Context: an optimization exercise on an open-source flow, tuned for small area, a short achievable clock period and few clock cycles per item. The choices shown serve that exercise and are no tape-out recipe.
Function was checked by simulation only, so behaviour that the tests miss may differ from the original.
Power and IR drop assume default switching activity.

Setup of v6:
Design sensor_decode, start of the top module:
module sensor_decode (
    input  wire        clk,
    input  wire        rst,
    input  wire        in_valid,
    output wire        in_ready,
    input  wire [15:0] in_cmd,
    input  wire [7:0]  in_len,
    input  wire [7:0]  in_b0,
    input  wire [7:0]  in_b1,
    input  wire [7:0]  in_b2,
    output reg         out_valid,
    input  wire        out_ready,
    output wire [7:0]  out_status,
    output wire [7:0]  out_unit,
    output wire [63:0] out_f64,
    output wire [15:0] out_int
);
Size: about 170 flip-flops, about 150 I/O pins, about 22,000 um2 of cells after synthesis.
Settings: LEC_CHECK=0, CAP_MARGIN=20, CORE_MARGIN=2, CORE_UTILIZATION=55, SLEW_MARGIN=20; clock period 35.0 ns.
standard.sh (not shown) runs the stock make flow with config.mk's settings and CLKGATE_MAP_FILE= SYNTH_SCRIPT=/design/flow/synth_recipe.tcl, a recipe that flattens the netlist after the stock synthesis.
==> flow/flow/run.sh <==
#!/bin/bash
# Layout: the standard flow (standard.sh, unchanged synthesis), with
#  - ORFS's timing repair asked for more setup slack than the 35 ns clock
#    needs, so that it sizes and buffers the design's real critical paths;
#  - every port buffered with buf_1 rather than the default buffer cell.
set -euo pipefail
cd "$(dirname "$0")/.."
bash standard.sh SETUP_SLACK_MARGIN=26.9 \
    "BUFFER_PORTS_ARGS=-buffer_cell sky130_fd_sc_hd__buf_1" finish > make_finish.log 2>&1
Testbench counts of v6, summed over its fixed seeds: cycles 32,024, items 32,000.
--- input diff v6..v7 ---
Settings: CORE_UTILIZATION now 40, was 55.
==> flow/flow/run.sh <==
#!/bin/bash
# Layout: the standard flow (standard.sh, unchanged synthesis), with
#  - ORFS's timing repair asked for more setup slack than the 35 ns clock
#    needs, so that it sizes and buffers the design's real critical paths;
#  - every port buffered with buf_2 rather than the default buffer cell.
set -euo pipefail
cd "$(dirname "$0")/.."
bash standard.sh SETUP_SLACK_MARGIN=26.9 \
    "BUFFER_PORTS_ARGS=-buffer_cell sky130_fd_sc_hd__buf_2" finish > make_finish.log 2>&1
### Flow results
- Area taken by multi-input logic gates: v7 vs v6 — no meaningful difference
- Higher static power due to leakage goes to v7 over v6.
- v7 has global routing met2 resource utilization below what v6 had.
- v6 and v7 all finish clean.
- Changes observed in v7 relative to v6: signal arrival time at the worst endpoint moved up; non-clock buffer count now sits lower; final standard cell area without fillers increased 320 um2; die area increased about 37%.
- Going from v6 to v7, cell count now larger; global-route wire length before repair now smaller; clock-pin slew of the registers on the worst-case setup and hold paths comparable; overall power of the completed layout comparable.

========
## rev 12
Starting RTL as in the previous note.
Settings: LEC_CHECK=0, CAP_MARGIN=20, CORE_MARGIN=2, CORE_UTILIZATION=40, SLEW_MARGIN=20; clock period 35.0 ns.
==> flow/flow/run.sh <==
#!/bin/bash
# Layout: the standard flow (standard.sh, unchanged synthesis), with
#  - ORFS's timing repair asked for more setup slack than the 35 ns clock
#    needs, so that it sizes and buffers the design's real critical paths;
#  - every port buffered with buf_4 rather than the default buffer cell.
set -euo pipefail
cd "$(dirname "$0")/.."
bash standard.sh SETUP_SLACK_MARGIN=26.8 \
    "BUFFER_PORTS_ARGS=-buffer_cell sky130_fd_sc_hd__buf_4" finish > make_finish.log 2>&1
Both conditions hold for rev 12: the flow ran to the end and the final layout passed the timing, DRC and antenna checks.
Testbench counts of rev 12, summed over its fixed seeds: cycles 32,024, items 32,000.
Input-level comparison between rev 13 and rev 12:
==> flow/flow/run.sh <==
#!/bin/bash
# Layout: the standard flow (standard.sh, unchanged synthesis), with
# ORFS's timing repair asked for more setup slack than the 35 ns clock needs,
# so that it sizes and buffers the design's real critical paths.
set -euo pipefail
cd "$(dirname "$0")/.."
bash standard.sh SETUP_SLACK_MARGIN=26.8 finish > make_finish.log 2>&1
### Flow results
- The total power on rev 12 is in line with that on rev 13.
- Against rev 12 as the reference, rev 13 delivers a higher area growth from synthesis to layout.
- [compare] base=rev 12 new=rev 13: detailed-route wire length up 1500 µm; sequential share of layout area decreased by 0.28 points relative to the old numbers; maximum frequency dropped 1.3%.
- Worst hold slack, rev 12 and rev 13: higher on rev 12

========
sensor_decode again, from the RTL that the note above started with.
export LEC_CHECK = 0
export CAP_MARGIN = 20
export CORE_MARGIN = 2
export CORE_UTILIZATION = 55
export SLEW_MARGIN = 20
create_clock -name core_clock -period 35.0 [get_ports {clk}]
==> flow/flow/run.sh <==
#!/bin/bash
# Layout: the standard flow (standard.sh, unchanged synthesis), with
#  - the buffers that synthesis (ABC) inserted removed at floorplan, before
#    the standard repair_design sizes and buffers the netlist again;
#  - ORFS's timing repair asked for more setup slack than the 35 ns clock
#    needs, so that it sizes and buffers the design's real critical paths;
#  - every port buffered with buf_1 rather than the default buffer cell.
set -euo pipefail
cd "$(dirname "$0")/.."
bash standard.sh REMOVE_ABC_BUFFERS=1 SETUP_SLACK_MARGIN=26.9 \
    "BUFFER_PORTS_ARGS=-buffer_cell sky130_fd_sc_hd__buf_1" finish > make_finish.log 2>&1
The starting point completed without violations.
Testbench counts at the start, summed over its fixed seeds: cycles 32,024, items 32,000.
Rerun with:
- SYNTH_HIERARCHICAL: unset -> 1
Effect: Clock power stays flat; cell count fell by 10%; count of clock-buffer cells in the layout stays the same; utilization fell by 2.6 points; wire length fell by 11%; synthesized area rose by 3.5%.

==> port drivers added, routing unchanged <==
The results above use ideal ports. As a check the final layouts listed here were re-extracted and re-timed, cells and wires unchanged.
Step 1 (the two cells are an assumption about what drives the block):
set clk [get_ports {clk}]
set_driving_cell -lib_cell sky130_fd_sc_hd__clkbuf_16 $clk
set_driving_cell -lib_cell sky130_fd_sc_hd__buf_2 [delete_from_list [all_inputs] $clk]
Step 2, shift: input delay + t, output delay - t, t = (earliest + latest rising clock arrival at the registers) / 2. This alone moves slack from input paths to output paths.
a / b / c = ideal / step 1 / step 2; a / b = the first two.
run	t, ns	slack for setup (ns)	hold WS [ns]	cell pins on the clock port's net
v6	0.517	26.998 / 26.937 / 26.591	0.431 / 0.431 / 0.431	1
v7	0.531	26.982 / 26.927 / 26.608	0.433 / 0.433 / 0.433	1
rev 12	0.532	26.948 / 26.892 / 26.626	0.432 / 0.432 / 0.432	1
rev 13	0.532	26.842 / 26.790 / 26.414	0.424 / 0.424 / 0.424	1
the first run of note 3	0.508	26.973 / 26.917 / 26.657	0.426 / 0.426 / 0.426	1
the second run of note 3	0.513	26.979 / 26.928 / 26.599	0.428 / 0.428 / 0.428	1
After both steps every run listed still meets setup and hold. For rev 13, which loses most, drivers alone change the setup slack by -0.052 ns; drivers and shift together by -0.428 ns.
